Source: an optimization exercise on an open RTL-to-GDS flow (aim: small area, a short achievable clock period and few clock cycles). Production flows keep margins and buffers that such runs may drop.
RTL that was checked went through simulation tests only; none was proved equivalent to the original.
Function not checked in runs 1 to 3, 6 and 7: the RTL went through the layout flow alone.
Power and IR drop assume default switching activity.

$ cat flow/flow/run.sh
#!/bin/bash
set -euo pipefail
export BUFFER_PORTS_ARGS="-buffer_cell sky130_fd_sc_hd__buf_1"
bash standard.sh > standard.log 2>&1
$ cat flow/standard.sh
#!/bin/bash
# synth_recipe.tcl (not shown) runs the flow's synth.tcl, then flattens the netlist and writes it again
# the make line also repeats each setting of config.mk as NAME=value (left out here)
make -C /OpenROAD-flow-scripts/flow DESIGN_CONFIG=/design/flow/config.mk WORK_HOME=/design/flow/orfs CLKGATE_MAP_FILE= SYNTH_SCRIPT=/design/flow/synth_recipe.tcl "${@:-finish}"
$ cat flow/config.mk
export PLATFORM = sky130hd
export DESIGN_NAME = bdm_codec
export DESIGN_NICKNAME = bdm_codec
export VERILOG_FILES = /design/flow/design.v
export SDC_FILE = /design/flow/constraint.sdc
export NUM_CORES = 4
export LEC_CHECK = 0
export ABC_AREA = 1
export CAP_MARGIN = 20
export CORE_MARGIN = 2
export CORE_UTILIZATION = 40
export CTS_BUF_LIST = sky130_fd_sc_hd__clkbuf_16
export CTS_CLUSTER_DIAMETER = 80
export CTS_CLUSTER_SIZE = 20
export PLACE_DENSITY = 0.7
export SETUP_SLACK_MARGIN = 3.5
export SLEW_MARGIN = 20
$ cat flow/constraint.sdc
create_clock -name core_clock -period 6.0 [get_ports {clk}]
set_input_delay 1.2000 -clock core_clock [delete_from_list [all_inputs] [get_ports {clk}]]
set_output_delay 1.2000 -clock core_clock [all_outputs]
set_load 0.01 [all_outputs]
$ cat flow/design.v
module bdm_codec (
    input  wire         clk,
    input  wire         rst,
    input  wire         req_valid,
    output wire         req_ready,
    input  wire [7:0]   req,
    input  wire [7:0]   p0,
    input  wire [7:0]   p1,
    input  wire [39:0]  hdr,
    input  wire [8:0]   din_len,
    input  wire         din_valid,
    output wire         din_ready,
    input  wire [7:0]   din_data,
    output wire         dout_valid,
    input  wire         dout_ready,
    output wire [7:0]   dout_data,
    output wire         dout_last,
    output wire         done,
    output wire [3:0]   st,
    output wire [2:0]   cls,
    output wire [7:0]   rb,
    output wire         rf,
    output wire [7:0]   opc,
    output wire [7:0]   ctl,
    output wire [7:0]   len,
    output wire [191:0] fld,
    output wire [7:0]   fv
);
    localparam [3:0] ST_OK        = 4'h0,
                     ST_EMPTY     = 4'h1,
                     ST_TRUNC     = 4'h2,
                     ST_CHECKSUM  = 4'h3,
                     ST_LENGTH    = 4'h4,
                     ST_UNEXP_OPC = 4'h5,
                     ST_PAY_SHORT = 4'h6,
                     ST_TOO_LONG  = 4'h7,
                     ST_ILL_OP    = 4'h8,
                     ST_ILL_ENT   = 4'h9;
    reg         rr;          
    reg         dr;          
    reg         dv;          
    reg         dl;          
    reg  [7:0]  dd;          
    reg         dn;          
    reg         k_din;       
    reg         k_enc_hdr;   
    reg         k_enc_dat;   
    reg         k_enc_cs;    
    reg         k_build;     
    reg         skv;         
    reg         k_clr;       
    reg         k_csum;
    reg         k_verify;
    reg         k_frame;     
    reg         k_pget;      
    reg         k_ser;       
    reg         k_xsel;      
    reg  [3:0]  ent;
    reg  [8:0]  rem;         
    reg         lastf;       
    reg  [4:0]  c;           
    reg  [3:0]  cb;          
    reg  [7:0]  m;           
    reg  [7:0]  x;           
    reg  [7:0]  acc;
    reg         f_trunc;     
    reg         f_len;       
    reg         f_pshort;    
    reg         f_opc;       
    reg  [7:0]  r_ctl;
    reg  [7:0]  r_opc;
    reg  [7:0]  bn [0:2];
    reg  [7:0]  b [3:13];
    reg  [3:0]  st_q;
    reg         cs_bad;      
    reg  [2:0]  cls_q;
    reg         rf_q;
    reg  [7:0]  gfn;         
    wire [15:0] eh = 16'd1 << ent;           
    wire [7:0] e_grp = {eh[11], eh[10], eh[9], eh[8], eh[6], eh[4], eh[2], eh[0]};
    wire [7:0] e_wop = ({8{eh[0]}}  & 8'h19) | ({8{eh[1]}}  & 8'h18) |
                       ({8{eh[2]}}  & 8'hAD) | ({8{eh[3]}}  & 8'hAC) |
                       ({8{eh[4]}}  & 8'h45) | ({8{eh[5]}}  & 8'h44) |
                       ({8{eh[6]}}  & 8'h3B) | ({8{eh[7]}}  & 8'h3A) |
                       ({8{eh[8]}}  & 8'h33) | ({8{eh[9]}}  & 8'h2F) |
                       ({8{eh[10]}} & 8'h85) | ({8{eh[11]}} & 8'h15);
    wire [7:0] e_minl = eh[2] ? 8'd4 : eh[8] ? 8'd5 : eh[11] ? 8'd16 : 8'd3;
    wire e_get = (e_grp != 8'h00);
    wire e_src = (ent == 4'h3);
    wire [3:0] rop = req[3:0];
    wire [3:0] ren = req[7:4];
    wire rdy  = !(k_din || k_enc_hdr || k_enc_dat || k_enc_cs || k_build || k_clr || dv);
    wire take = req_valid && rdy;
    wire op_din   = (rop == 4'h1) || (rop == 4'h2) || (rop == 4'h3) ||
                    (rop == 4'h5) || (rop == 4'h7);
    wire ill_op   = (rop == 4'h0) || (rop > 4'h9);
    wire ill_ent  = ((rop == 4'h6) || (rop == 4'h7)) && (ren > 4'hB);
    wire too_long = (op_din && (din_len > 9'd261)) || ((rop == 4'h4) && (din_len > 9'd255));
    wire n_zero   = (din_len == 9'd0);
    wire frame_op = (rop == 4'h5) || (rop == 4'h7);
    wire r_get    = (ren == 4'h0) || (ren == 4'h2) || (ren == 4'h4) || (ren == 4'h6) ||
                    (ren == 4'h8) || (ren == 4'h9) || (ren == 4'hA) || (ren == 4'hB);
    reg [3:0] st_take;
    reg [2:0] cls_take;
    always @(*) begin
        if (ill_op)                              begin st_take = ST_ILL_OP;   cls_take = 3'd4; end
        else if (ill_ent)                        begin st_take = ST_ILL_ENT;  cls_take = 3'd4; end
        else if (too_long)                       begin st_take = ST_TOO_LONG; cls_take = 3'd4; end
        else if (frame_op && n_zero)             begin st_take = ST_EMPTY;    cls_take = 3'd1; end
        else                                     begin st_take = ST_OK;       cls_take = 3'd0; end
    end
    wire fail_take = ill_op || ill_ent || too_long;
    wire go_din    = op_din && !fail_take && !n_zero;
    wire go_enc    = (rop == 4'h4) && !too_long;
    wire go_build  = (rop == 4'h6) && !ill_ent;
    wire zero_len  = !(go_din || go_enc || go_build);
    wire [7:0] acc_fed = acc ^ p0;
    wire din_fire = din_valid && dr;
    wire adv      = !dv || dout_ready;               
    wire out_end  = dv && dout_ready && dl;          
    wire [4:0] c1 = (c == 5'd31) ? c : c + 5'd1;
    wire [3:0] cb1 = cb + 4'd1;
    reg  [7:0] bbyte;
    always @(*) begin
        case (cb)
            4'd1:    bbyte = 8'h01;
            4'd5:    bbyte = e_src ? 8'h07 : (e_get ? 8'h03 : 8'h04);
            4'd6:    bbyte = 8'h01;
            4'd7:    bbyte = e_wop;
            4'd8:    bbyte = e_get ? 8'h00 : r_ctl;
            4'd9:    bbyte = e_src ? r_opc : 8'h00;
            4'd10:   bbyte = e_src ? 8'h01 : 8'h00;
            default: bbyte = 8'h00;
        endcase
    end
    wire b_cs = (cb == (e_src ? 4'd13 : (e_get ? 4'd9 : 4'd10)));
    reg  [7:0] hbyte;
    always @(*) begin
        case (cb[1:0])
            2'd1:    hbyte = ~bn[0];
            2'd2:    hbyte = ~bn[1];
            2'd3:    hbyte = ~bn[2];
            default: hbyte = r_ctl;
        endcase
    end
    wire [7:0] x_cs = x ^ (dv ? dd : 8'h00);
    wire cs_ok  = (x == din_data);
    wire pre_ok = !f_trunc && !f_len && !f_opc && !f_pshort;
    wire [7:0] rem2 = rem[7:0] - 8'd2;
    wire fin_ok = pre_ok && cs_ok;
    reg [3:0] st_fin;
    reg [2:0] cls_fin;
    always @(*) begin
        if (f_trunc)          begin st_fin = ST_TRUNC;     cls_fin = 3'd1; end
        else if (cs_bad)      begin st_fin = ST_CHECKSUM;  cls_fin = 3'd2; end
        else if (f_len)       begin st_fin = ST_LENGTH;    cls_fin = 3'd1; end
        else if (f_opc)       begin st_fin = ST_UNEXP_OPC; cls_fin = 3'd3; end
        else if (f_pshort)    begin st_fin = ST_PAY_SHORT; cls_fin = 3'd3; end
        else                  begin st_fin = ST_OK;        cls_fin = 3'd0; end
    end
    wire din_end = k_din && din_fire && lastf;       
    wire fail_end = din_end && k_frame && !fin_ok;
    wire [7:0] bz   = din_data & {8{k_din}};
    wire       bclr = rdy || k_clr;
    always @(posedge clk) begin
        st_q   <= take ? st_take : k_clr ? st_fin : ST_OK;
        cls_q  <= take ? cls_take : k_clr ? cls_fin : 3'd0;
        cs_bad <= !cs_ok;
        rf_q  <= din_end && k_verify && cs_ok;
        gfn   <= ~((din_end && k_pget && fin_ok) ? e_grp : 8'h00);
    end
    wire skid_out = k_enc_dat && !din_fire && skv && adv;    
    always @(posedge clk) begin
        if (rst) begin
            rr        <= 1'b1;
            dr        <= 1'b0;
            dv        <= 1'b0;
            dn        <= 1'b0;
            k_din     <= 1'b0;
            k_enc_hdr <= 1'b0;
            k_enc_dat <= 1'b0;
            k_enc_cs  <= 1'b0;
            k_build   <= 1'b0;
            skv       <= 1'b0;
            k_clr     <= 1'b0;
            acc       <= 8'h00;
        end else begin
            dn    <= 1'b0;
            k_clr <= fail_end;
            if (take) begin
                rr        <= zero_len;
                dn        <= zero_len;
                dr        <= go_din;
                k_din     <= go_din;
                k_enc_hdr <= go_enc;
                k_build   <= go_build;
                dv        <= go_enc || go_build;
                if (rop == 4'h8) acc <= 8'h00;
                if (rop == 4'h9) acc <= acc_fed;
            end
            if (din_end) begin
                dr    <= 1'b0;
                k_din <= 1'b0;
                if (!fail_end) begin
                    dn <= 1'b1;
                    rr <= 1'b1;
                end
            end
            if (k_clr) begin
                dn <= 1'b1;
                rr <= 1'b1;
            end
            if (k_enc_hdr && adv && cb == 4'd4) begin
                k_enc_hdr <= 1'b0;
                if (rem == 9'd0) begin
                    k_enc_cs <= 1'b1;
                end else begin
                    k_enc_dat <= 1'b1;
                    dr        <= 1'b1;
                end
            end
            if (k_enc_dat) begin
                if (din_fire) begin
                    if (adv) begin
                        dv <= 1'b1;
                    end else begin
                        skv <= 1'b1;
                        dr  <= 1'b0;
                    end
                    if (lastf) begin
                        dr <= 1'b0;
                        if (adv) begin
                            k_enc_dat <= 1'b0;
                            k_enc_cs  <= 1'b1;
                        end
                    end
                end else if (skv && adv) begin
                    dv  <= 1'b1;
                    skv <= 1'b0;
                    if (rem == 9'd0) begin
                        k_enc_dat <= 1'b0;
                        k_enc_cs  <= 1'b1;
                    end else begin
                        dr <= 1'b1;
                    end
                end else if (adv) begin
                    dv <= 1'b0;
                end
            end
            if (k_enc_cs && adv) begin
                dv       <= 1'b1;
                k_enc_cs <= 1'b0;
            end
            if (k_build && adv && b_cs)
                k_build <= 1'b0;
            if (out_end) begin
                dv <= 1'b0;
                dn <= 1'b1;
                rr <= 1'b1;
            end
        end
    end
    integer i;
    always @(posedge clk) begin
        if (rdy) begin
            k_csum   <= (rop == 4'h2);
            k_verify <= (rop == 4'h3);
            k_frame  <= frame_op;
            k_pget   <= (rop == 4'h7) && r_get;
            k_ser    <= (rop == 4'h7) && (ren == 4'hB);
            k_xsel   <= (rop == 4'h1) || (rop == 4'h2);
            ent      <= ren;
            rem      <= din_len;
            lastf    <= (din_len == 9'd1);
            m        <= 8'h00;
            c        <= 5'd0;
            cb       <= 4'd1;
            dl       <= 1'b0;
            dd       <= (rop == 4'h4) ? hdr[7:0] : 8'hA6;
            x        <= (rop == 4'h9) ? acc_fed : 8'h00;
            f_trunc  <= frame_op && (din_len < 9'd7);
            f_len    <= 1'b0;
            f_pshort <= 1'b0;
            f_opc    <= 1'b0;
            bn[0]    <= ~hdr[15:8];
            bn[1]    <= ~hdr[23:16];
            bn[2]    <= ~hdr[31:24];
            r_ctl    <= go_enc ? hdr[39:32] : go_build ? p0 : 8'h00;
            r_opc    <= go_build ? p1 : 8'h00;
        end
        for (i = 3; i < 14; i = i + 1)
            if (bclr || (k_ser && din_fire && c == i + 7))
                b[i] <= bz;
        if (k_din && din_fire) begin
            c     <= c1;
            rem   <= rem - 9'd1;
            lastf <= (rem == 9'd2);
            if (!lastf)       x <= x ^ din_data;
            else if (!k_xsel) x <= 8'h00;
            else if (!k_csum) x <= x ^ din_data;
            if (c == 5'd4) begin
                f_len    <= (din_data < 8'd2) || (din_data != rem2);
                f_pshort <= k_pget && (din_data < e_minl);
                if (k_frame) m <= din_data;
            end
            if (c == 5'd6) f_opc <= k_pget && (din_data != e_wop);
            if (c == 5'd5 && k_frame) r_ctl <= din_data;
            if (c == 5'd6 && k_frame) r_opc <= din_data;
            if (c == 5'd7) bn[0]  <= ~din_data;
            if (c == 5'd8) bn[1]  <= ~din_data;
            if (c == 5'd9) bn[2]  <= ~din_data;
        end
        if (k_enc_hdr && adv) begin
            dd <= hbyte;
            cb <= cb1;
        end
        if (k_enc_dat && din_fire) begin
            rem   <= rem - 9'd1;
            lastf <= (rem == 9'd2);
            if (adv) dd <= din_data;
            else     r_opc <= din_data;
        end
        if (skid_out) dd <= r_opc;
        if (k_enc_cs && adv) begin
            dd <= x_cs;
            dl <= 1'b1;
        end
        if (k_build && adv) begin
            cb <= cb1;
            if (b_cs) begin
                dd <= x_cs;
                dl <= 1'b1;
            end else begin
                dd <= bbyte;
            end
        end
        if ((k_enc_hdr || k_enc_dat || k_enc_cs || k_build || dl) && dv && dout_ready)
            x <= x_cs;
        if (k_clr) begin
            r_ctl <= 8'h00;
            r_opc <= 8'h00;
            m     <= 8'h00;
        end
        if (out_end) begin
            r_ctl <= 8'h00;
            r_opc <= 8'h00;
        end
    end
    assign req_ready  = rr;
    assign din_ready  = dr;
    assign dout_valid = dv;
    assign dout_data  = dd;
    assign dout_last  = dl;
    assign done       = dn;
    assign st         = st_q;
    assign cls        = cls_q;
    assign rb         = x;
    assign rf         = rf_q;
    assign opc        = r_opc;
    assign ctl        = r_ctl;
    assign len        = m;
    assign fv         = ~gfn;
    assign fld[  7:  0] = ~(bn[0] | {8{gfn[0]}});                
    assign fld[ 15:  8] = ~(bn[0] | {8{gfn[1]}});                
    assign fld[ 23: 16] = ~(bn[1] | {8{gfn[1]}});                
    assign fld[ 31: 24] = ~(bn[0] | {8{gfn[2]}});                
    assign fld[ 39: 32] = {6'd0, ~(bn[0][1:0] | {2{gfn[3]}})};   
    assign fld[ 47: 40] = ~(bn[0] | {8{gfn[4]}});                
    assign fld[ 55: 48] = ~(bn[1] | {8{gfn[4]}});                
    assign fld[ 63: 56] = ~(bn[2] | {8{gfn[4]}});                
    assign fld[ 71: 64] = ~(bn[0] | {8{gfn[5]}});                
    assign fld[ 79: 72] = ~(bn[0] | {8{gfn[6]}});                
    assign fld[ 87: 80] = ~(bn[0] | {8{gfn[7]}});                
    assign fld[ 95: 88] = ~(bn[1] | {8{gfn[7]}});                
    assign fld[103: 96] = ~(bn[2] | {8{gfn[7]}});                
    genvar g;
    generate
        for (g = 3; g < 14; g = g + 1) begin : g_ser
            assign fld[80 + 8*g +: 8] = b[g];                    
        end
    endgenerate
endmodule
==> out/qor.yml, run 1 <==
rsz0062_at_grt: "true"
critical_path_class: "reg -> out"
yosys_warnings: 3
max_freq_ghz: 0.406
areaGrowthSynthToFinish_pct: 20.4
pin_count: 339
finalSetupTns_ps: 0
synth_edf_count: 118
core_sq_um: 27900
yosys.area.top_type: "edfxtp_1"
clk_latency_ps: 510
final.period_utilization_pct: 41.1
cts_tree: "yes"
synth_top_area_share_pct: 31.1
num-fill-cells: 2684
grt_pass1_vias: 9880
ys_top_cells_by_count: "nand2_1, nor2_1, inv_1, edfxtp_1, o21ai_0"
root_buffer: "clkbuf_16"
fp-row-count: 61
tightest_slew_ps: 834
holdPathEnd: "acc[0]"
synth_top_flop_cell: "edfxtp_1"
outcome: "finished clean"
die_y_microns: 173
ff2ff_path_depth: 9
syn_inst: 1403
cp.required_ps: 4800
cap_violations: 0
antenna_cells: 0
peakVddDrop_mv: 0.149
hp-class: "reg -> reg"
place_hpwl_microns: 29900
maxSlewViolCount: 0
die_w_microns: 173
ys_top_cells_by_area: "edfxtp_1, dfxtp_1, nand2_1, nor2_1, o21ai_0"
worstHoldStart: "acc[0]"
drt_first_iter_violations: 1318
synthMostInstantiatedCell: "nand2_1"
drive_gt1_share_pct: 7.79
dr.pass1.iters: 5
min_period_ps: 2470
cp_max_fo: 25
cts_max_path_buffers: 3
antenna_found_initial: 1
remaining_drc_errors: 0
grt_usage_pct: 25.4
grt_pass1_wl_microns: 58900
cts_hold_buffers: 0
p_leak_nw: 5.68
drt-vias-per-instance: 5.30
relSlewSlack_pct: 44.4
final_area_sq_um: 13700
startpoint_type: "flop"
vias: 11100
io_buffers: 332
clk_pin_slew_ps: 80
cts_buffers: 17
synth_seq_cells: 222
grt_max_degree: 57
r2r_start: "k_enc_dat"
power_density_nw_per_um2: 263
die_area_sq_um: 29800
start_util_pct: 40.8
syn_avg_cell_area_sq_um: 8.11
drt_wl_total_microns: 39700
async_reset_ff_share_pct: 0
r2r_slack_ps: 3640
grt-ovfl-total: 0
gp_congestion: 0.992
cts_max_level: 1
finalClockSkew_ps: 18.8
crit_path_end_kind: "primary output"
dpl_cell_area_sq_um: 12900
hold_path_depth: 2
r2r_end: "acc[1]"
synth_cell_types: 42
finalNetCount: 1813
final_hold_viol_count: 0
cts_num_sinks: 222
worstPathArrival_ps: 1270
setup-violations-final: 0
ant_nets: 0
ys_seq_area_share_pct: 49.4
wl_per_cell_microns: 18.9
syn-cell-area_sq_um: 11400
## cell families (layout without fill, tap and decap cells)
kind of cell	after synthesis	in the layout	synth area share (%)
and+or+nand+nor	607	607	22.3
AOI/OAI and AO/OA	284	284	14.5
buffers and inverters	227	539	8.28
DFF	222	222	49.4
xor gates and xnor gates	43	43	3.38
adders and majority gates	18	18	1.98
other	1	6	0.0330
muxes	1	1	0.0880
## flip-flops by register name, summed over array words and instances (netlist names), 5 cells and up
| signal | count |
|---|---|
| x | 8 |
| dd | 8 |
| gfn | 8 |
| m | 8 |
| acc | 8 |
| r_ctl | 8 |
| r_opc | 8 |
| bn | 24 |
| b | 88 |
| rem | 9 |
| c | 5 |
## critical path, cell delays in order (launching register included)
cell,delay [ps]
dfxtp_4,530
nor2_1,80
buf_1,130
## final cells by class
cell class	count	area (sq um)	share of cell area, %
Timing Repair Buffer	354	1430	10.4
Clock buffer	18	450	3.29
Sequential cell	222	5650	41.3
Tap cell	378	473	3.45
Multi-Input combinational cell	959	4980	36.4
Clock inverter	12	121	0.886
Inverter	155	593	4.33
## worst max-delay path by stage
| stage | to | cells after the start | slack [ps] | startpoint |
|---|---|---|---|---|
| after floorplan | b[10][0] | 6 | 3370 | din_valid |
| after global placement | b[9][5] | 7 | 2880 | din_valid |
| after detailed placement | b[9][0] | 7 | 2810 | din_valid |
| after CTS | b[12][3] | 7 | 3350 | din_valid |
| after global routing | b[12][3] | 7 | 3470 | din_valid |
| final | fld[103] | 2 | 3530 | gfn[7] |
## report_power, final
group	internal, mW	switching [mW]	total (mW)
logic	0.171	0.376	0.547
clock network	0.609	0.585	1.19
registers	1.74	0.120	1.86
## metrics by stage
stage / hold slack, ps / cells / setup slack, ps / total power [mW] / util, %
floorplan: 453 / 1408 / 3370 / 2.19 / -
detailed placement: 464 / 2056 / 2810 / 2.41 / 46.2
global placement: 460 / 2056 / 2880 / 2.40 / 46.2
CTS: 476 / 2086 / 3350 / 3.60 / 48.5
finish: 474 / 2098 / 3530 / 3.60 / 49.2
global route: 493 / 2098 / 3470 / 3.75 / 49.2
## per-layer routing
metal,global-route usage (%),vias to the layer above,part of all wire [%]
li1,-,5252,-
met1,34.3,5129,41
met2,40.6,631,45
met3,4.09,103,9.9
met4,10.6,0,4.5
met5,0,-,0
## timing repair
| action | CTS | global route |
|---|---|---|
| pin swaps | 0 | 5 |
| setup buffers | 0 | 12 |
| endpoints found under the setup margin | 248 | 198 |
| resized for setup | 24 | 27 |
## cells in the final DEF (no fill, tap or decap), types with 7 or more instances in the layout
cell         n
nand2_2     11
o22ai_1      7
inv_1      146
buf_1      331
nand2_1    291
a22oi_1     10
o21ai_2     13
clkbuf_16   18
nand3_1     49
a31oi_1     22
nand4_1     17
o21ai_0    111
xnor2_1     19
o211ai_1    29
inv_2       11
nor2_2       9
xor2_1      23
dfxtp_2     11
nor2_4       9
buf_4       21
nor3_1      16
ha_1        18
edfxtp_1   118
a21oi_1     64
dfxtp_1     90
a211oi_1     8
nor2_1     193
==> run 2: changes to the inputs <==
--- a/flow/design.v
+++ b/flow/design.v
@@ -134,15 +134,7 @@
         endcase
     end
     wire b_cs = (cb == (e_src ? 4'd13 : (e_get ? 4'd9 : 4'd10)));
-    reg  [7:0] hbyte;
-    always @(*) begin
-        case (cb[1:0])
-            2'd1:    hbyte = ~bn[0];
-            2'd2:    hbyte = ~bn[1];
-            2'd3:    hbyte = ~bn[2];
-            default: hbyte = r_ctl;
-        endcase
-    end
+    wire [7:0] hbyte = ~bn[0];
     wire [7:0] x_cs = x ^ (dv ? dd : 8'h00);
     wire cs_ok  = (x == din_data);
     wire pre_ok = !f_trunc && !f_len && !f_opc && !f_pshort;
@@ -260,6 +252,21 @@
             end
         end
     end
+    wire dd_rdy  = rdy;                                           
+    wire dd_hdr  = k_enc_hdr && adv;                              
+    wire dd_din  = k_enc_dat && din_fire && adv;                  
+    wire dd_skid = skid_out;                                      
+    wire dd_cs   = (k_enc_cs || (k_build && b_cs)) && adv;        
+    wire dd_bld  = k_build && !b_cs && adv;                       
+    wire [7:0] dd_nx = ({8{dd_rdy}}  & ((rop == 4'h4) ? hdr[7:0] : 8'hA6)) |
+                       ({8{dd_hdr}}  & hbyte) |
+                       ({8{dd_din}}  & din_data) |
+                       ({8{dd_skid}} & r_opc) |
+                       ({8{dd_cs}}   & x_cs) |
+                       ({8{dd_bld}}  & bbyte);
+    always @(posedge clk)
+        if (dd_rdy || dd_hdr || dd_din || dd_skid || dd_cs || dd_bld)
+            dd <= dd_nx;
     integer i;
     always @(posedge clk) begin
         if (rdy) begin
@@ -276,7 +283,6 @@
             c        <= 5'd0;
             cb       <= 4'd1;
             dl       <= 1'b0;
-            dd       <= (rop == 4'h4) ? hdr[7:0] : 8'hA6;
             x        <= (rop == 4'h9) ? acc_fed : 8'h00;
             f_trunc  <= frame_op && (din_len < 9'd7);
             f_len    <= 1'b0;
@@ -311,28 +317,21 @@
             if (c == 5'd9) bn[2]  <= ~din_data;
         end
         if (k_enc_hdr && adv) begin
-            dd <= hbyte;
-            cb <= cb1;
+            cb    <= cb1;
+            bn[0] <= bn[1];
+            bn[1] <= bn[2];
+            bn[2] <= ~r_ctl;
         end
         if (k_enc_dat && din_fire) begin
             rem   <= rem - 9'd1;
             lastf <= (rem == 9'd2);
-            if (adv) dd <= din_data;
-            else     r_opc <= din_data;
+            if (!adv) r_opc <= din_data;
         end
-        if (skid_out) dd <= r_opc;
-        if (k_enc_cs && adv) begin
-            dd <= x_cs;
+        if (k_enc_cs && adv)
             dl <= 1'b1;
-        end
         if (k_build && adv) begin
             cb <= cb1;
-            if (b_cs) begin
-                dd <= x_cs;
-                dl <= 1'b1;
-            end else begin
-                dd <= bbyte;
-            end
+            if (b_cs) dl <= 1'b1;
         end
         if ((k_enc_hdr || k_enc_dat || k_enc_cs || k_build || dl) && dv && dout_ready)
             x <= x_cs;
==> run 2 against run 1 <==
Compared with the run above:
- routed wire length up 0.49%
- final cell count down 3.2%
- via count down 3.4%
- critical path type unchanged
- hold slack better by 1.2 ps
- largest power group unchanged
- still clean
==> out/qor.yml, run 2 <==
place_hpwl_microns: 30000
ys_top_cells_by_area: "edfxtp_1, dfxtp_1, nand2_1, nor2_1, o21ai_0"
wl_per_cell_microns: 19.7
syn-cell-area_sq_um: 11200
gp_congestion: 0.978
cp_max_fo: 13
setup-violations-final: 0
grt-ovfl-total: 0
synthMostInstantiatedCell: "nand2_1"
clk_pin_slew_ps: 90
power_density_nw_per_um2: 256
r2r_end: "b[8][4]"
grt_usage_pct: 25.9
grt_max_degree: 58
hp-class: "reg -> reg"
maxSlewViolCount: 0
critical_path_class: "reg -> out"
root_buffer: "clkbuf_16"
syn_inst: 1327
finalSetupTns_ps: 0
drt_wl_total_microns: 39900
areaGrowthSynthToFinish_pct: 20.7
yosys_warnings: 3
drive_gt1_share_pct: 9.13
layout_setup_ws_ps: 3510
drt_first_iter_violations: 997
yosys.area.top_type: "edfxtp_1"
start_util_pct: 40.6
slowest_delay_ps: 370
layout_commonest_cell: "buf_1"
startpoint_type: "flop"
die_y_microns: 172
layout_common_cells: "buf_1, nand2_1, nor2_1"
regMostFlops: "b"
ys_seq_area_share_pct: 50.7
die_area_sq_um: 29500
core_sq_um: 27700
tightest_slew_ps: 830
synth_cell_types: 46
async_reset_ff_share_pct: 0
syn_avg_cell_area_sq_um: 8.47
min_period_ps: 2490
io_buffers: 332
finalNetCount: 1746
cp_cell_sequence: "buf_12, nor2_1, buf_1"
relSlewSlack_pct: 44.7
cts_tree: "yes"
worstPathArrival_ps: 1290
cts_hold_buffers: 0
r2r_slack_ps: 3600
slowest_stage: "dfxtp_4"
dpl_worst_slack_ps: 2710
pin_count: 339
cts_buffers: 16
remaining_drc_errors: 0
largestRegisters: "b x88, bn x24, rem x9"
r2r_start: "k_clr"
antenna_found_initial: 0
fp-row-count: 61
final.period_utilization_pct: 41.5
largest_reg_flops: 88
antenna_cells: 0
cap_violations: 0
outcome: "finished clean"
grt_pass1_wl_microns: 57400
hold_path_depth: 2
ant_nets: 0
vias: 10700
dr.pass1.iters: 5
synth_top_area_share_pct: 33.7
cp.required_ps: 4800
synth_top_flop_cell: "edfxtp_1"
drt-vias-per-instance: 5.29
grt_pass1_vias: 9537
ff2ff_path_depth: 6
synth_edf_count: 126
peakVddDrop_mv: 0.192
cts_max_level: 1
holdPathEnd: "acc[4]"
p_leak_nw: 5.44
synth_seq_cells: 222
crit_path_end_kind: "primary output"
final_hold_viol_count: 0
max_freq_ghz: 0.401
cts_max_path_buffers: 3
worstHoldStart: "acc[4]"
ys_top_cells_by_count: "nand2_1, nor2_1, edfxtp_1, inv_1, o21ai_0"
cts_num_sinks: 222
finalClockSkew_ps: 30.5
rsz0062_at_grt: "true"
die_w_microns: 172
clk_latency_ps: 510
## run 2: cell families after synthesis
family	share of synthesized area [%]
compound gates	13.4
simple gates	23.3
other cells	0.0334
xor+xnor	3.04
flops	50.7
fa+ha+maj	1.89
buf+inv	7.52
## run 2: metrics by stage
stage / util (%) / instance area, sq um / total power, mW / hold slack [ps] / cells
6_report: 49.0 / 13600 / 3.47 / 475 / 2031
5_1_grt: 49.0 / 13600 / 3.61 / 495 / 2031
4_1_cts: 48.1 / 13300 / 3.47 / 477 / 2018
3_5_place_dp: 45.9 / 12700 / 2.40 / 464 / 1983
3_3_place_gp: 45.9 / 12700 / 2.39 / 451 / 1983
2_1_floorplan: - / 11300 / 2.17 / 441 / 1332
## run 2: worst max path at each step
stage                    start  slack (ps)  endpoint  depth (start not counted)
floorplan            din_valid        3340   b[4][0]                          4
global placement    dout_ready        2820     dd[6]                          8
detailed placement  dout_ready        2710     dd[6]                          8
CTS                  din_valid        3380  b[11][5]                          7
global route         din_valid        3400  b[12][4]                          8
finish                  gfn[4]        3510   fld[63]                          3
## run 2: layer usage
| layer | part of all wire, % | vias to the layer above | wire length (microns) | GRT usage [%] |
|---|---|---|---|---|
| met1 | 41 | 5004 | 16300 | 34.9 |
| met2 | 45 | 577 | 18000 | 41.5 |
| met4 | 3.8 | 0 | 1500 | 8.59 |
| met3 | 10 | 90 | 4130 | 5.38 |
| li1 | - | 5069 | - | - |
| met5 | 0 | - | 0 | 0 |
## run 2: timing repair
item	4_1_cts	5_1_grt
endpoints found under the setup margin	271	161
pin swaps	3	3
setup buffers	5	12
cloned	2	1
resized for setup	26	34
## run 2: report_power, final
part | leakage, nW | total [mW] | switching, mW | internal [mW]
Sequential | 2.22 | 1.88 | 0.134 | 1.75
Clock | 0.264 | 1.08 | 0.554 | 0.527
Combinational | 2.95 | 0.511 | 0.351 | 0.160
## run 2: area by class of cell
| cell class | count | area (sq um) |
|---|---|---|
| clock buffers | 17 | 425 |
| clock inverters | 11 | 67.6 |
| fillers | 2728 | 14100 |
| inverters | 131 | 499 |
| multi-input cells | 912 | 4850 |
| flip-flops and latches | 222 | 5740 |
| well taps | 378 | 473 |
| repair buffers | 358 | 1510 |
| repair inverters | 2 | 12.5 |
## run 2: critical path: cells and delay by family, from the launching register on
kind | cells | cell delay (ps)
and+or+nand+nor | 1 | 100
buffers and inverters | 2 | 310
DFF | 1 | 370
==> run 3: changes to the inputs <==
--- a/flow/config.mk
+++ b/flow/config.mk
@@ -13,5 +13,5 @@
 export CTS_CLUSTER_DIAMETER = 80
 export CTS_CLUSTER_SIZE = 20
 export PLACE_DENSITY = 0.7
-export SETUP_SLACK_MARGIN = 3.5
+export SETUP_SLACK_MARGIN = 3.7
 export SLEW_MARGIN = 20
==> run 3 against run 2 <==
Compared with the run above:
- die area stayed put
- hold slack better by 4.4 ps
- clock-buffer cell count stayed put
- clock power hardly changed
- via count is 3.4% higher
- core utilization is 3.0 points higher
- power is 1.3% higher
- combinational power is 8.0% higher
- critical path depth stayed put
- cell area is 6.2% higher
- final cell count is 1.2% higher
==> out/qor.yml, run 3 <==
outcome: "finished clean"
remaining_drc_errors: 0
yosys.area.top_type: "edfxtp_1"
r2r_start: "k_clr"
finalSetupTns_ps: 0
num-fill-cells: 2607
grt-ovfl-total: 0
fp-row-count: 61
drt_wl_total_microns: 42400
setup-violations-final: 0
die_area_sq_um: 29500
regMostFlops: "b"
peakVddDrop_mv: 0.185
tightest_slew_ps: 790
synthMostInstantiatedCell: "nand2_1"
dr.pass1.iters: 6
clk_pin_slew_ps: 90
grt_max_degree: 58
antenna_found_initial: 0
max_freq_ghz: 0.406
cts_max_path_buffers: 3
syn-cell-area_sq_um: 11200
cp_cell_sequence: "buf_6, nor2_1, buf_2"
yosys_warnings: 3
relSlewSlack_pct: 47.4
cts_max_level: 1
place_hpwl_microns: 30400
synth_edf_count: 126
p_leak_nw: 6.15
gp_congestion: 1.01
async_reset_ff_share_pct: 0
finalClockSkew_ps: 21.0
wl_per_cell_microns: 20.6
cap_violations: 0
synth_top_area_share_pct: 33.7
min_period_ps: 2460
drt_first_iter_violations: 1135
root_buffer: "clkbuf_16"
ys_top_cells_by_count: "nand2_1, nor2_1, edfxtp_1, inv_1, o21ai_0"
cp_max_fo: 12
p_total_mw: 3.52
hold-worst-slack_ps: 480
worstPathArrival_ps: 1260
synth_top_flop_cell: "edfxtp_1"
hp-class: "reg -> reg"
slowest_stage: "dfxtp_4"
pin_count: 339
drt-vias-per-instance: 5.40
startpoint: "gfn[4]"
dpl_worst_slack_ps: 2830
slowest_delay_ps: 360
clk_latency_ps: 500
die_y_microns: 172
grt_pass1_vias: 10000
ant_nets: 0
ys_seq_area_share_pct: 50.7
layout_common_cells: "nand2_1, buf_1, nor2_1"
critical_path_class: "reg -> out"
finalNetCount: 1770
largestRegisters: "b x88, bn x24, rem x9"
final_area_sq_um: 14400
synth_seq_cells: 222
crit_path_end_kind: "primary output"
core_sq_um: 27700
cp.required_ps: 4800
io_buffers: 332
ys_top_cells_by_area: "edfxtp_1, dfxtp_1, nand2_1, nor2_1, o21ai_0"
worstHoldStart: "acc[3]"
use_met2_pct: 43.9
cts_num_sinks: 222
syn_inst: 1327
use_met3_pct: 5.84
startpoint_type: "flop"
vias: 11100
drive_gt1_share_pct: 22.2
areaGrowthSynthToFinish_pct: 28.2
gr-usage-met1_pct: 35.7
grt.busiest_layer: "met2"
grt_usage_pct: 27.3
final_hold_viol_count: 0
regArea_sq_um: 5820
cts_tree: "yes"
die_w_microns: 172
dpl_cell_area_sq_um: 12800
cts_hold_buffers: 0
final.period_utilization_pct: 41.0
multi_input_area_sq_um: 5040
layout_commonest_cell: "nand2_1"
syn_avg_cell_area_sq_um: 8.47
cts_buffers: 16
synth_cell_types: 46
largest_reg_flops: 88
power_density_nw_per_um2: 244
rsz0062_at_grt: "true"
layout_setup_ws_ps: 3540
maxSlewViolCount: 0
start_util_pct: 40.6
grt_pass1_wl_microns: 60200
-- run 3: cell count changes in the layout (fill, tap and decap cells not counted), moves of 5 or more --
cell      delta
buf_1      -129
buf_12       +5
buf_2      +101
buf_4       +15
buf_6       +14
clkbuf_2    +15
dfxtp_1     -28
dfxtp_2      +8
dfxtp_4     +20
inv_1        -6
nor2_1      -29
nor2_2      +19
nor2_4       +9
-- run 3: kinds of logic after synthesis --
| kind of cell | synth area share [%] |
|---|---|
| AO/OA/AOI/OAI | 13.4 |
| flip-flops | 50.7 |
| XOR/XNOR | 3.04 |
| other | 0.0334 |
| AND/OR/NAND/NOR | 23.3 |
| buffers and inverters | 7.52 |
| adder cells (fa/ha/maj) | 1.89 |
-- run 3: worst paths after layout --
check	slack (ps)	depth (start not counted)	endpoint
setup reg to reg	3770	6	c[4]
hold / removal	480	2	acc[3]
setup / recovery	3540	3	fld[44]
hold reg to reg	480	2	acc[3]
-- run 3: power by group --
part | total, mW | switching, mW | internal, mW
clock network | 1.08 | 0.551 | 0.528
logic | 0.552 | 0.370 | 0.182
registers | 1.89 | 0.142 | 1.75
total | 3.52 | 1.06 | 2.46
-- run 3: worst max-delay path, delay by kind of cell, from the launching register on --
kind	cells	cell delay, ps
buffers and inverters	2	300
flip-flops	1	360
AND/OR/NAND/NOR	1	110
-- run 3: cell type report --
cell class / instances / share of cell area [%]
repair buffers: 383 / 14.2
flip-flops and latches: 222 / 40.4
inverters: 131 / 3.65
clock buffers: 17 / 2.95
multi-input cells: 911 / 35.0
well taps: 378 / 3.28
repair inverters: 2 / 0.0868
clock inverters: 11 / 0.486
diodes: 1 / 0.0174
-- run 3: metrics by stage --
stage / cells / util, %
floorplan: 1332 / -
global placement: 1984 / 46.3
detailed placement: 1984 / 46.3
CTS: 2040 / 50.2
global route: 2055 / 52.0
finish: 2056 / 52.0
-- run 3: timing repair --
action / 4_1_cts / 5_1_grt
setup endpoints to repair: 331 / 273
pin swaps: 18 / 4
setup buffers: 26 / 14
gates resized for setup: 173 / 155
gates cloned: 2 / 1
-- run 3: metal layers --
layer  up-vias  share of wire, %
li1       5134                 -
met1      5165                40
met2       685                45
met3       122                11
met4         0               4.7
met5         -                 0
==> run 4: changes to the inputs <==
--- a/flow/design.v
+++ b/flow/design.v
@@ -134,7 +134,15 @@
         endcase
     end
     wire b_cs = (cb == (e_src ? 4'd13 : (e_get ? 4'd9 : 4'd10)));
-    wire [7:0] hbyte = ~bn[0];
+    reg  [7:0] hbyte;
+    always @(*) begin
+        case (cb[1:0])
+            2'd1:    hbyte = ~bn[0];
+            2'd2:    hbyte = ~bn[1];
+            2'd3:    hbyte = ~bn[2];
+            default: hbyte = r_ctl;
+        endcase
+    end
     wire [7:0] x_cs = x ^ (dv ? dd : 8'h00);
     wire cs_ok  = (x == din_data);
     wire pre_ok = !f_trunc && !f_len && !f_opc && !f_pshort;
@@ -316,12 +324,8 @@
             if (c == 5'd8) bn[1]  <= ~din_data;
             if (c == 5'd9) bn[2]  <= ~din_data;
         end
-        if (k_enc_hdr && adv) begin
-            cb    <= cb1;
-            bn[0] <= bn[1];
-            bn[1] <= bn[2];
-            bn[2] <= ~r_ctl;
-        end
+        if (k_enc_hdr && adv)
+            cb <= cb1;
         if (k_enc_dat && din_fire) begin
             rem   <= rem - 9'd1;
             lastf <= (rem == 9'd2);
--- a/flow/config.mk
+++ b/flow/config.mk
@@ -10,8 +10,8 @@
 export CORE_MARGIN = 2
 export CORE_UTILIZATION = 40
 export CTS_BUF_LIST = sky130_fd_sc_hd__clkbuf_16
-export CTS_CLUSTER_DIAMETER = 80
-export CTS_CLUSTER_SIZE = 20
+export CTS_CLUSTER_DIAMETER = 90
+export CTS_CLUSTER_SIZE = 24
 export PLACE_DENSITY = 0.7
-export SETUP_SLACK_MARGIN = 3.7
+export SETUP_SLACK_MARGIN = 3.5
 export SLEW_MARGIN = 20
==> run 4 against run 3 <==
Compared with the run above:
- highest routed layer unchanged
- core utilization fell by 3.5 points
- critical path type unchanged
- die area rose by 0.72%
- clock power about the same
- via count increased by 0.92%
- power rose by 8.1%
- critical path depth down 1
- non-clock buffer count shrank 39
- hold slack better by 6.6 ps
- sequential cell count is the same
- global-route usage decreased by 1.4 points
- first-iteration DRC count decreased by 3.3%
==> out/qor.yml, run 4 <==
slowest_stage: "dfxtp_4"
cts_buffers: 15
power_density_nw_per_um2: 282
hp-class: "reg -> reg"
gp_congestion: 1.00
drt_wl_total_microns: 40000
synth_seq_cells: 222
maxSlewViolCount: 0
ys_seq_area_share_pct: 50.4
p_leak_nw: 5.61
tightest_slew_ps: 901
core_sq_um: 27900
cp_cell_sequence: "nor2_1, buf_1"
synth_edf_count: 126
num-fill-cells: 2771
ant_nets: 0
startpoint_type: "flop"
critical_path_class: "reg -> out"
syn-cell-area_sq_um: 11300
min_period_ps: 2460
cts_tree: "yes"
root_buffer: "clkbuf_16"
ys_top_cells_by_area: "edfxtp_1, dfxtp_1, nand2_1, nor2_1, inv_1"
clk_latency_ps: 510
syn_inst: 1387
grt_pass1_vias: 9947
max_freq_ghz: 0.406
grt_max_degree: 73
worstHoldStart: "acc[5]"
fp-row-count: 61
io_buffers: 332
remaining_drc_errors: 0
worstPathArrival_ps: 1260
rsz0062_at_grt: "true"
die_w_microns: 172
setup-violations-final: 0
cp.required_ps: 4800
die_y_microns: 172
crit_path_end_kind: "primary output"
dr.pass1.iters: 5
cts_num_sinks: 222
cts_max_path_buffers: 3
startpoint: "gfn[4]"
drt-vias-per-instance: 5.40
async_reset_ff_share_pct: 0
yosys.area.top_type: "edfxtp_1"
cp_max_fo: 25
finalClockSkew_ps: 27.0
synthMostInstantiatedCell: "nand2_1"
yosys_warnings: 3
antenna_found_initial: 0
regMostFlops: "b"
synth_top_area_share_pct: 33.4
grt-ovfl-total: 0
final_area_sq_um: 13500
relSlewSlack_pct: 39.2
largest_reg_flops: 88
finalSetupTns_ps: 0
antenna_cells: 0
drive_gt1_share_pct: 7.54
pin_count: 339
layout_common_cells: "buf_1, nand2_1, nor2_1"
cts_max_level: 1
ys_top_cells_by_count: "nand2_1, nor2_1, inv_1, edfxtp_1, o21ai_0"
syn_avg_cell_area_sq_um: 8.17
die_area_sq_um: 29700
clk_pin_slew_ps: 100
p_total_mw: 3.81
layout_commonest_cell: "buf_1"
slowest_delay_ps: 530
start_util_pct: 40.7
drt_first_iter_violations: 1097
layout_setup_ws_ps: 3540
synth_top_flop_cell: "edfxtp_1"
r2r_start: "k_clr"
final_hold_viol_count: 0
grt_pass1_wl_microns: 58200
areaGrowthSynthToFinish_pct: 19.4
finalNetCount: 1793
outcome: "finished clean"
wl_per_cell_microns: 19.3
dpl_worst_slack_ps: 2730
place_hpwl_microns: 30500
largestRegisters: "b x88, bn x24, rem x9"
vias: 11200
grt_usage_pct: 25.8
final.period_utilization_pct: 41.0
cap_violations: 0
synth_cell_types: 49
peakVddDrop_mv: 0.176
dpl_cell_area_sq_um: 12800
[run 4: cell types whose count changed after synthesis, moves of 7 or more]
cell | before | now
buf_4 | 15 | 8
inv_1 | 121 | 144
nand2_1 | 261 | 296
nand4_1 | 15 | 26
nor2_1 | 168 | 199
nor3_1 | 18 | 11
o21ai_0 | 120 | 101
xnor2_1 | 18 | 7
[run 4: repair_timing]
action,in CTS,in global routing
gates cloned,0,1
resized for setup,19,28
endpoints found under the setup margin,224,181
setup buffers,0,6
pin swaps,0,5
hold buffers,0,0
[run 4: per-stage QoR]
step | cells | hold slack [ps] | utilization, %
finish | 2076 | 487 | 48.5
global route | 2076 | 507 | 48.5
CTS | 2069 | 487 | 48.0
detailed placement | 2043 | 471 | 46.0
global placement | 2043 | 460 | 46.0
floorplan | 1392 | 453 | -
[run 4: kinds of logic (layout without fill, tap and decap cells)]
kind of cell	Yosys count	after routing	share of synthesized area, %
and+or+nand+nor	637	638	24.1
DFF	222	222	50.4
xor gates and xnor gates	27	27	2.09
adders and majority gates	18	18	1.99
AOI/OAI and AO/OA	261	261	13.3
other	1	6	0.0331
buffers and inverters	221	526	8.10
[run 4: final timing paths]
kind         endpoint  slack [ps]  depth (start not counted)
max reg2reg     dd[5]        3650                         10
min reg2reg    acc[5]         490                          2
max           fld[63]        3540                          2
min            acc[5]         490                          2
[run 4: per-layer routing]
metal	vias to the layer above	wire length, microns	share of wire (%)	track usage, %
met5	-	0	0	0
met4	0	1330	3.3	7.31
met3	98	4190	10	4.37
met2	635	18100	45	41.3
met1	5276	16400	41	36.1
li1	5199	-	-	-
[run 4: area by class of cell]
cell class | count | area [sq um] | share of cell area, %
Sequential cell | 222 | 5740 | 42.4
Multi-Input combinational cell | 950 | 4860 | 36.0
Timing Repair Buffer | 344 | 1340 | 9.94
Inverter | 156 | 597 | 4.41
Tap cell | 378 | 473 | 3.50
Clock buffer | 15 | 375 | 2.78
Clock inverter | 11 | 128 | 0.944
[run 4: report_power, final]
| group | internal (mW) | total, mW | switching [mW] |
|---|---|---|---|
| clock | 0.532 | 1.11 | 0.577 |
| sequential | 1.83 | 1.99 | 0.164 |
| combinational | 0.205 | 0.708 | 0.503 |
[run 4: critical path, delay by kind of cell, from the launching register on]
family,cells,cell delay (ps)
AND/OR/NAND/NOR,1,90
buffers and inverters,1,140
flip-flops,1,530
Testbench counts of run 4, summed over its fixed seeds: cycles 26,864.
==> run 5: changes to the inputs <==
--- a/flow/config.mk
+++ b/flow/config.mk
@@ -10,8 +10,8 @@
 export CORE_MARGIN = 2
 export CORE_UTILIZATION = 40
 export CTS_BUF_LIST = sky130_fd_sc_hd__clkbuf_16
-export CTS_CLUSTER_DIAMETER = 90
-export CTS_CLUSTER_SIZE = 24
+export CTS_CLUSTER_DIAMETER = 80
+export CTS_CLUSTER_SIZE = 20
 export PLACE_DENSITY = 0.7
 export SETUP_SLACK_MARGIN = 3.5
 export SLEW_MARGIN = 20
==> run 5 against run 4 <==
Compared with the run above:
- non-clock buffer count shrank 1
- area after synthesis is the same
- clock power is essentially flat
- sequential share of layout area is essentially flat
- sequential power is essentially flat
==> out/qor.yml, run 5 <==
worstHoldStart: "acc[5]"
final_cells: 2079
rsz0062_at_grt: "true"
setup-violations-final: 0
dpl_worst_slack_ps: 2730
grt_pass1_vias: 10100
yosys_warnings: 3
power_density_nw_per_um2: 282
layout_commonest_cell: "buf_1"
r2r_slack_ps: 3640
grt_max_degree: 51
synth_cell_types: 49
gp_congestion: 1.00
drt-vias-per-instance: 5.37
hold_path_depth: 2
regArea_sq_um: 5740
syn_inst: 1387
cts_buffers: 17
finalNetCount: 1794
slowest_delay_ps: 520
clk_pin_slew_ps: 80
cts_max_path_buffers: 3
hold-worst-slack_ps: 484
tightest_slew_ps: 910
ant_nets: 0
layout_setup_ws_ps: 3530
synth_seq_cells: 222
synthMostInstantiatedCell: "nand2_1"
max_freq_ghz: 0.406
fp-row-count: 61
cts_num_sinks: 222
die_area_sq_um: 29700
holdPathEnd: "acc[5]"
largestRegisters: "b x88, bn x24, rem x9"
cp_max_fo: 25
finalClockSkew_ps: 26.7
async_reset_ff_share_pct: 0
ys_top_cells_by_area: "edfxtp_1, dfxtp_1, nand2_1, nor2_1, inv_1"
ys_seq_area_share_pct: 50.4
p_leak_nw: 5.62
vias: 11200
root_buffer: "clkbuf_16"
regMostFlops: "b"
start_util_pct: 40.7
crit_buf_inv: 1
cts_hold_buffers: 0
crit_path_end_kind: "primary output"
remaining_drc_errors: 0
io_buffers: 332
areaGrowthSynthToFinish_pct: 19.4
ff2ff_path_depth: 8
crit_family: "flip-flops"
r2r_end: "dd[6]"
final_hold_viol_count: 0
syn_avg_cell_area_sq_um: 8.17
critical_path_class: "reg -> out"
yosys.area.top_type: "edfxtp_1"
multi_input_area_sq_um: 4860
cts_max_level: 1
pin_count: 339
cp_cell_sequence: "nor2_1, buf_1"
final.period_utilization_pct: 41.1
core_sq_um: 27900
relSlewSlack_pct: 38.7
cap_violations: 0
antenna_found_initial: 0
maxSlewViolCount: 0
dp_cells: 2043
slowest_stage: "dfxtp_4"
cp.required_ps: 4800
drt_wl_total_microns: 40100
drt_first_iter_violations: 1104
grt-ovfl-total: 0
peakVddDrop_mv: 0.159
ys_top_cells_by_count: "nand2_1, nor2_1, inv_1, edfxtp_1, o21ai_0"
worstPathArrival_ps: 1270
grt_pass1_wl_microns: 58800
r2r_start: "dv"
layout_common_cells: "buf_1, nand2_1, nor2_1"
synth_edf_count: 126
synth_top_flop_cell: "edfxtp_1"
outcome: "finished clean"
num-fill-cells: 2785
dr.pass1.iters: 6
drive_gt1_share_pct: 7.64
largest_reg_flops: 88
grt_usage_pct: 26.1
finalSetupTns_ps: 0
synth_top_area_share_pct: 33.4
final_util_pct: 48.5
die_y_microns: 172
min_period_ps: 2470
antenna_cells: 0
syn-cell-area_sq_um: 11300
startpoint_type: "flop"
place_hpwl_microns: 30500
clk_latency_ps: 510
cts_tree: "yes"
wl_per_cell_microns: 19.3
hp-class: "reg -> reg"
die_w_microns: 172
==> run 5: worst min-delay path, stage by stage, from the launching register on <==
cell and delay (ps):
dfxtp_1 330, nand2_1 60, a21oi_1 50
==> run 5: repair_timing <==
action,in CTS,in global routing
pin swaps,0,4
setup buffers,0,5
setup endpoints to repair,220,158
resized for setup,20,27
cloned,1,0
==> run 5: area by class of cell <==
type                            instances  share of cell area [%]
Clock buffer                           17                    3.15
Clock inverter                         13                   0.722
Inverter                              156                    4.39
Multi-Input combinational cell        950                    35.9
Sequential cell                       222                    42.4
Tap cell                              378                    3.50
Timing Repair Buffer                  343                    9.90
==> run 5: kinds of logic (layout without fill, tap and decap cells) <==
logic type,Yosys count,after routing,share of synthesized area (%)
other,1,6,0.0331
AO/OA/AOI/OAI,261,261,13.3
buffers and inverters,221,529,8.10
XOR/XNOR,27,27,2.09
flip-flops,222,222,50.4
adder cells (fa/ha/maj),18,18,1.99
AND/OR/NAND/NOR,637,638,24.1
==> run 5: worst max-delay path by stage <==
stage                          from       end  cells past startpoint
after floorplan           din_valid  b[13][0]                      4
after global placement        k_clr   b[4][0]                      7
after detailed placement      k_clr   b[4][1]                      7
after CTS                 din_valid  b[11][5]                      7
after global routing      din_valid   b[6][0]                      5
final                        gfn[4]   fld[63]                      2
==> run 5: metrics by stage <==
step	area [sq um]	power (mW)
floorplan	11400	2.41
global placement	12800	2.69
detailed placement	12800	2.70
CTS	13400	3.81
global route	13500	3.98
finish	13500	3.81
==> run 5: report_power, final <==
group	total, mW	internal (mW)	switching (mW)
Clock	1.12	0.539	0.577
Sequential	1.99	1.83	0.163
Combinational	0.707	0.203	0.503
==> run 5: routing by layer <==
metal	track usage, %	share of wire (%)	vias up	wire (microns)
met3	4.78	10	97	4200
li1	-	-	5216	-
met4	8.22	3.5	0	1390
met1	36.3	41	5234	16500
met2	41.4	45	612	18100
met5	0	0	-	0
==> run 6: changes to the inputs <==
--- a/flow/design.v
+++ b/flow/design.v
@@ -166,8 +166,8 @@
         st_q   <= take ? st_take : k_clr ? st_fin : ST_OK;
         cls_q  <= take ? cls_take : k_clr ? cls_fin : 3'd0;
         cs_bad <= !cs_ok;
-        rf_q  <= din_end && k_verify && cs_ok;
-        gfn   <= ~((din_end && k_pget && fin_ok) ? e_grp : 8'h00);
+        rf_q  <= k_din && lastf && k_verify && cs_ok;
+        gfn   <= ~((k_din && lastf && k_pget && fin_ok) ? e_grp : 8'h00);
     end
     wire skid_out = k_enc_dat && !din_fire && skv && adv;    
     always @(posedge clk) begin
@@ -303,7 +303,7 @@
             r_opc    <= go_build ? p1 : 8'h00;
         end
         for (i = 3; i < 14; i = i + 1)
-            if (bclr || (k_ser && din_fire && c == i + 7))
+            if (bclr || (k_din && k_ser && c == i + 7))
                 b[i] <= bz;
         if (k_din && din_fire) begin
             c     <= c1;
@@ -312,6 +312,8 @@
             if (!lastf)       x <= x ^ din_data;
             else if (!k_xsel) x <= 8'h00;
             else if (!k_csum) x <= x ^ din_data;
+        end
+        if (k_din) begin
             if (c == 5'd4) begin
                 f_len    <= (din_data < 8'd2) || (din_data != rem2);
                 f_pshort <= k_pget && (din_data < e_minl);
==> run 6 against run 5 <==
Compared with the run above:
- clock power grew 6%
- non-clock buffer count is 5 higher
- final cell count is 0.24% lower
- critical path type unchanged
- first-iteration DRC count is 20% higher
- hold slack worse by 3.5 ps
- still clean on timing, DRC and antenna
==> out/qor.yml, run 6 <==
hp-class: "reg -> reg"
r2r_end: "b[3][4]"
p_total_mw: 3.91
regMostFlops: "b"
clk_latency_ps: 500
synth_seq_cells: 222
hold-worst-slack_ps: 480
cts_tree: "yes"
power_density_nw_per_um2: 289
start_util_pct: 40.6
dr.pass1.iters: 6
fp-row-count: 61
outcome: "finished clean"
cap_violations: 0
drt-vias-per-instance: 5.32
peakVddDrop_mv: 0.133
ys_seq_area_share_pct: 50.8
synth_compound_area_share_pct: 12.9
synthMostInstantiatedCell: "nand2_1"
r2r_slack_ps: 3560
relSlewSlack_pct: 37.9
layout_commonest_cell: "buf_1"
drt_first_iter_violations: 1326
drt_wl_total_microns: 41100
synth_top_area_share_pct: 33.7
clk_pin_slew_ps: 80
yosys_warnings: 3
cts_num_sinks: 222
seqPwrFrac_pct: 51.0
min_period_ps: 2470
critical_path_class: "reg -> out"
syn_avg_cell_area_sq_um: 8.16
final_hold_viol_count: 0
p_leak_nw: 5.58
grt_pass1_vias: 9796
ant_nets: 0
layout_common_cells: "buf_1, nand2_1, nor2_1"
startpoint_type: "flop"
vias: 11000
synth_top_family_by_area: "simple AND/OR/NAND/NOR gates"
wl_per_cell_microns: 19.8
pwr-share-clk_pct: 30.5
cp.required_ps: 4800
ys_top_cells_by_count: "nand2_1, nor2_1, inv_1, edfxtp_1, o21ai_0"
synth_mux_area_share_pct: 0
core_sq_um: 27700
tightest_slew_ps: 921
io_buffers: 332
finalNetCount: 1790
largest_reg_flops: 88
max_freq_ghz: 0.404
root_buffer: "clkbuf_16"
synth_edf_count: 126
synth_xor_area_share_pct: 2.26
final.period_utilization_pct: 41.2
yosys.area_share.simple_pct: 24.0
combPwrFrac_pct: 18.5
syn-cell-area_sq_um: 11200
cts_max_level: 1
grt_usage_pct: 26.2
remaining_drc_errors: 0
drive_gt1_share_pct: 7.31
netSwitchingFraction_pct: 31.7
worstPathArrival_ps: 1270
startpoint: "gfn[7]"
finalClockSkew_ps: 20.1
antenna_found_initial: 0
die_area_sq_um: 29500
final_cells: 2074
worstHoldStart: "acc[7]"
setup-violations-final: 0
antenna_cells: 0
place_hpwl_microns: 30900
synth_top_flop_cell: "edfxtp_1"
pin_count: 339
holdPathEnd: "acc[7]"
p_sw_mw: 1.24
cp_max_fo: 25
synth_cell_types: 45
crit_path_end_kind: "primary output"
grt_max_degree: 64
die_y_microns: 172
cts_hold_buffers: 0
finalSetupTns_ps: 0
ys_top_cells_by_area: "edfxtp_1, dfxtp_1, nand2_1, nor2_1, o21ai_0"
dp_cells: 2036
maxSlewViolCount: 0
yosys.area.top_type: "edfxtp_1"
p_int_mw: 2.67
syn_inst: 1378
async_reset_ff_share_pct: 0
grt-ovfl-total: 0
areaGrowthSynthToFinish_pct: 20.4
ff2ff_path_depth: 8
die_w_microns: 172
gp_congestion: 0.966
grt_pass1_wl_microns: 58300
cts_max_path_buffers: 3
r2r_start: "k_enc_hdr"
hold_path_depth: 2
cts_buffers: 17
synthAdderAreaFrac_pct: 2.00
rsz0062_at_grt: "true"
largestRegisters: "b x88, bn x24, rem x9"
-- run 6: cells by family after synthesis --
group | Yosys count
AND/OR/NAND/NOR | 638
AO/OA/AOI/OAI | 252
flip-flops | 222
buffers and inverters | 218
XOR/XNOR | 29
adder cells (fa/ha/maj) | 18
other | 1
-- run 6: power groups by stage --
stage	Sequential [mW]	Clock, mW	Combinational (mW)
after floorplan	2.01	0	0.383
after global placement	2.03	0	0.661
after detailed placement	2.03	0	0.668
after CTS	1.99	1.21	0.693
after global routing	2.01	1.25	0.799
final	2.00	1.19	0.723
-- run 6: worst max-delay path by stage --
| stage | end | slack (ps) |
|---|---|---|
| after CTS | b[3][1] | 3510 |
| after detailed placement | rem[5] | 2250 |
| after global placement | rem[2] | 2330 |
| after floorplan | dd[0] | 3540 |
| final | fld[87] | 3530 |
| after global routing | fld[103] | 3470 |
-- run 6: worst max-delay path: stages (launching register included) --
cell and delay (ps):
dfxtp_4 530, nor2_1 100, buf_1 140
-- run 6: metal layers --
metal / wire [microns] / part of all wire [%] / vias to the layer above / GRT usage [%]
li1: - / - / 5189 / -
met5: 0 / 0 / - / 0
met2: 19000 / 46 / 640 / 42.8
met3: 4520 / 11 / 90 / 5.34
met1: 16300 / 40 / 5124 / 35.0
met4: 1310 / 3.2 / 0 / 8.22
-- run 6: layout make-up --
| type | instances | area (sq um) |
|---|---|---|
| Fill cell | 2685 | 14200 |
| Sequential cell | 222 | 5740 |
| Multi-Input combinational cell | 945 | 4770 |
| Timing Repair Buffer | 348 | 1420 |
| Inverter | 152 | 581 |
| Tap cell | 378 | 473 |
| Clock buffer | 18 | 450 |
| Clock inverter | 11 | 113 |
-- run 6: per-stage QoR --
step / utilization, % / cell area [sq um] / setup WS, ps
floorplan: - / 11300 / 3540
global placement: 45.9 / 12700 / 2330
detailed placement: 45.9 / 12700 / 2250
CTS: 48.5 / 13400 / 3510
global route: 48.9 / 13500 / 3470
finish: 48.9 / 13500 / 3530
-- run 6: what timing repair did --
| item | 4_1_cts | 5_1_grt |
|---|---|---|
| pin swaps | 1 | 2 |
| gates resized for setup | 45 | 16 |
| buffers inserted | 3 | 3 |
| gates cloned | 0 | 3 |
| endpoints found under the setup margin | 222 | 182 |
==> run 7: changes to the inputs <==
--- a/flow/design.v
+++ b/flow/design.v
@@ -169,7 +169,7 @@
         rf_q  <= k_din && lastf && k_verify && cs_ok;
         gfn   <= ~((k_din && lastf && k_pget && fin_ok) ? e_grp : 8'h00);
     end
-    wire skid_out = k_enc_dat && !din_fire && skv && adv;    
+    wire skid_out = k_enc_dat && skv && adv;                 
     always @(posedge clk) begin
         if (rst) begin
             rr        <= 1'b1;
@@ -262,7 +262,7 @@
     end
     wire dd_rdy  = rdy;                                           
     wire dd_hdr  = k_enc_hdr && adv;                              
-    wire dd_din  = k_enc_dat && din_fire && adv;                  
+    wire dd_din  = k_enc_dat && !skv && adv;
     wire dd_skid = skid_out;                                      
     wire dd_cs   = (k_enc_cs || (k_build && b_cs)) && adv;        
     wire dd_bld  = k_build && !b_cs && adv;                       
@@ -331,8 +331,8 @@
         if (k_enc_dat && din_fire) begin
             rem   <= rem - 9'd1;
             lastf <= (rem == 9'd2);
-            if (!adv) r_opc <= din_data;
         end
+        if (k_enc_dat && !skv && !adv) r_opc <= din_data;
         if (k_enc_cs && adv)
             dl <= 1'b1;
         if (k_build && adv) begin
==> run 7 against run 6 <==
Compared with the run above:
- clock power is 13% lower
- critical path depth grew 7
- non-clock buffer count rose by 2
- largest cell class unchanged
==> out/qor.yml, run 7 <==
outcome: "finished clean"
wl_per_cell_microns: 19.9
cts_max_level: 1
core_sq_um: 27100
peakVddDrop_mv: 0.140
pin_count: 339
met1Wirelength_microns: 16900
synth_top_area_share_pct: 34.1
yosys_warnings: 3
grt-ovfl-total: 0
remaining_drc_errors: 0
cp.required_ps: 6230
maxSlewViolCount: 0
synthMostInstantiatedCell: "nand2_1"
die_w_microns: 170
ant_nets: 0
largest_reg_flops: 88
place_hpwl_microns: 30300
clk_pin_slew_ps: 90
final.period_utilization_pct: 41.6
fp-row-count: 60
root_buffer: "clkbuf_16"
min_period_ps: 2500
ff2ff_path_depth: 10
synth_cell_types: 51
grt_max_degree: 58
areaGrowthSynthToFinish_pct: 19.1
cts_tree: "yes"
r2r_end: "dd[5]"
io_buffers: 332
antenna_found_initial: 0
layout_commonest_cell: "buf_1"
routed.top_layer: "met4"
crit_path_end_kind: "flop"
gp_congestion: 1.03
rsz0062_at_grt: "true"
drt-vias-per-instance: 5.33
grt_pass1_wl_microns: 58100
tightest_slew_ps: 904
route.met3.wl_microns: 4290
ys_seq_area_share_pct: 51.5
hp-class: "reg -> reg"
ys_top_cells_by_count: "nand2_1, nor2_1, inv_1, edfxtp_1, o21ai_0"
finalNetCount: 1739
r2r_slack_ps: 3580
max_freq_ghz: 0.400
yosys.area.top_type: "edfxtp_1"
cts_buffers: 15
dr.pass1.iters: 7
syn-cell-area_sq_um: 11100
antenna_cells: 0
final_cells: 2015
vias: 10700
regMostFlops: "b"
die_area_sq_um: 29000
cp-endpoint: "dd[5]"
worstPathArrival_ps: 2720
synth_edf_count: 126
dp_cells: 1984
grt_pass1_vias: 9468
start_util_pct: 40.9
r2r_start: "k_build"
startpoint_type: "primary input"
p_total_mw: 3.44
layout_common_cells: "buf_1, nand2_1, nor2_1"
finalSetupTns_ps: 0
drt_first_iter_violations: 1118
die_y_microns: 170
setup-violations-final: 0
p_leak_nw: 5.35
clk_latency_ps: 500
cap_violations: 0
power_density_nw_per_um2: 260
async_reset_ff_share_pct: 0
syn_inst: 1323
final_hold_viol_count: 0
relSlewSlack_pct: 39.7
largestRegisters: "b x88, bn x24, rem x9"
finalClockSkew_ps: 21.9
wl_met2_microns: 17800
cts_max_path_buffers: 3
startpoint: "req[0]"
drt_wl_total_microns: 40100
ys_top_cells_by_area: "edfxtp_1, dfxtp_1, nand2_1, nor2_1, o21ai_0"
hold-worst-slack_ps: 479
cts_num_sinks: 222
grt_usage_pct: 26.4
critical_path_class: "in -> reg"
cts_hold_buffers: 0
syn_avg_cell_area_sq_um: 8.38
cp_max_fo: 5
synth_top_flop_cell: "edfxtp_1"
synth_seq_cells: 222
drive_gt1_share_pct: 6.21
run 7: cell types whose count changed after synthesis, moves of 6 or more:
| cell | change |
|---|---|
| nor3_1 | +9 |
| a21oi_1 | +24 |
| nor2_1 | -45 |
| buf_2 | -6 |
| o22ai_1 | +8 |
| nand4_1 | -18 |
| nand2_1 | -41 |
| inv_1 | +6 |
run 7: cell families (layout without fill, tap and decap cells):
| family | after synthesis | after routing | synth area share, % |
|---|---|---|---|
| and+or+nand+nor | 541 | 543 | 20.7 |
| AOI/OAI and AO/OA | 289 | 289 | 15.0 |
| DFF | 222 | 222 | 51.5 |
| buffers and inverters | 218 | 531 | 8.10 |
| xor gates and xnor gates | 34 | 34 | 2.69 |
| adders and majority gates | 18 | 18 | 2.03 |
| other | 1 | 6 | 0.0338 |
run 7: repair_timing:
item,4_1_cts,5_1_grt
setup buffers,3,1
pin swaps,2,0
setup endpoints to repair,149,169
resized for setup,18,16
gates cloned,1,1
run 7: final cells by class:
class,instances,area (sq um)
clock buffer,15,375
clock inverter,10,73.8
fill,2689,13900
inverter,156,586
multi-input combinational,890,4580
sequential,222,5730
tap,372,465
timing repair buffer,350,1390
run 7: per-stage QoR:
| step | instance area, sq um | setup WS [ps] | utilization [%] |
|---|---|---|---|
| detailed placement | 12600 | 2670 | 46.6 |
| global placement | 12600 | 2670 | 46.6 |
| finish | 13200 | 3500 | 48.7 |
| global route | 13200 | 3450 | 48.7 |
| floorplan | 11100 | 3540 | - |
| CTS | 13100 | 3500 | 48.5 |
run 7: report_power, final:
| group | leakage [nW] | internal [mW] | switching (mW) | total (mW) |
|---|---|---|---|---|
| Clock | 0.237 | 0.506 | 0.530 | 1.04 |
| Sequential | 2.22 | 1.75 | 0.119 | 1.87 |
| Combinational | 2.90 | 0.161 | 0.370 | 0.531 |
| Total | 5.35 | 2.42 | 1.02 | 3.44 |
run 7: critical path, cell delays in order:
cell and delay (ps):
buf_1 140, inv_1 110, nand2_1 110, nor2_4 180, inv_1 170, o21ai_0 240
o21ai_0 140, a221oi_1 270, o211ai_1 150
run 7: layer usage:
| metal | GRT usage (%) | up-vias |
|---|---|---|
| met5 | 0 | - |
| met4 | 7.06 | 0 |
| met3 | 5.88 | 66 |
| met2 | 41.7 | 635 |
| met1 | 36.7 | 4988 |
| li1 | - | 5044 |
run 7: worst min-delay path by stage:
stage,from,to,slack [ps],cells past startpoint
2_1_floorplan,acc[5],acc[5],440,2
3_3_place_gp,acc[7],acc[7],460,2
3_5_place_dp,acc[4],acc[4],470,2
4_1_cts,acc[4],acc[4],480,2
5_1_grt,acc[1],acc[1],510,2
6_report,acc[4],acc[4],480,2

-- static timing again, ports no longer ideal --
In the flow no input, the clock included, has a driving cell. The finished layouts below were timed again as built, in two steps. Step 1 sets driving cells, clkbuf_16 on the clock port and buf_2 on the other inputs (assumed; they add their load-dependent delay and slew). Step 2 times the ports against the registers' clock, not the clock port: input delays grow and output delays shrink by t, the midpoint of the rising clock arrivals with the driver on. Three values: no drivers, after step 1, after step 2; two values: the first two.
run	t, ns	setup WS [ns]	worst hold slack (ns)	worst setup path at the end	clock arrival spread, ns
run 1	0.552	3.534 / 3.487 / 3.031	0.474 / 0.474 / 0.474	input to register	0.019 / 0.019
run 2	0.540	3.507 / 3.459 / 2.994	0.475 / 0.475 / 0.475	input to register	0.031 / 0.031
run 3	0.532	3.539 / 3.496 / 3.194	0.480 / 0.480 / 0.480	input to register	0.028 / 0.028
run 4	0.538	3.537 / 3.494 / 2.997	0.487 / 0.487 / 0.487	input to register	0.027 / 0.027
run 5	0.542	3.535 / 3.490 / 3.017	0.484 / 0.484 / 0.484	input to register	0.029 / 0.029
run 6	0.542	3.526 / 3.480 / 3.051	0.480 / 0.480 / 0.480	input to register	0.027 / 0.027
run 7	0.530	3.502 / 3.500 / 2.992	0.479 / 0.479 / 0.479	input to register	0.022 / 0.023
After both steps every run listed still meets setup and hold. The setup slack of run 4, which loses most, moves by -0.043 ns with the drivers and by -0.540 ns with both steps.
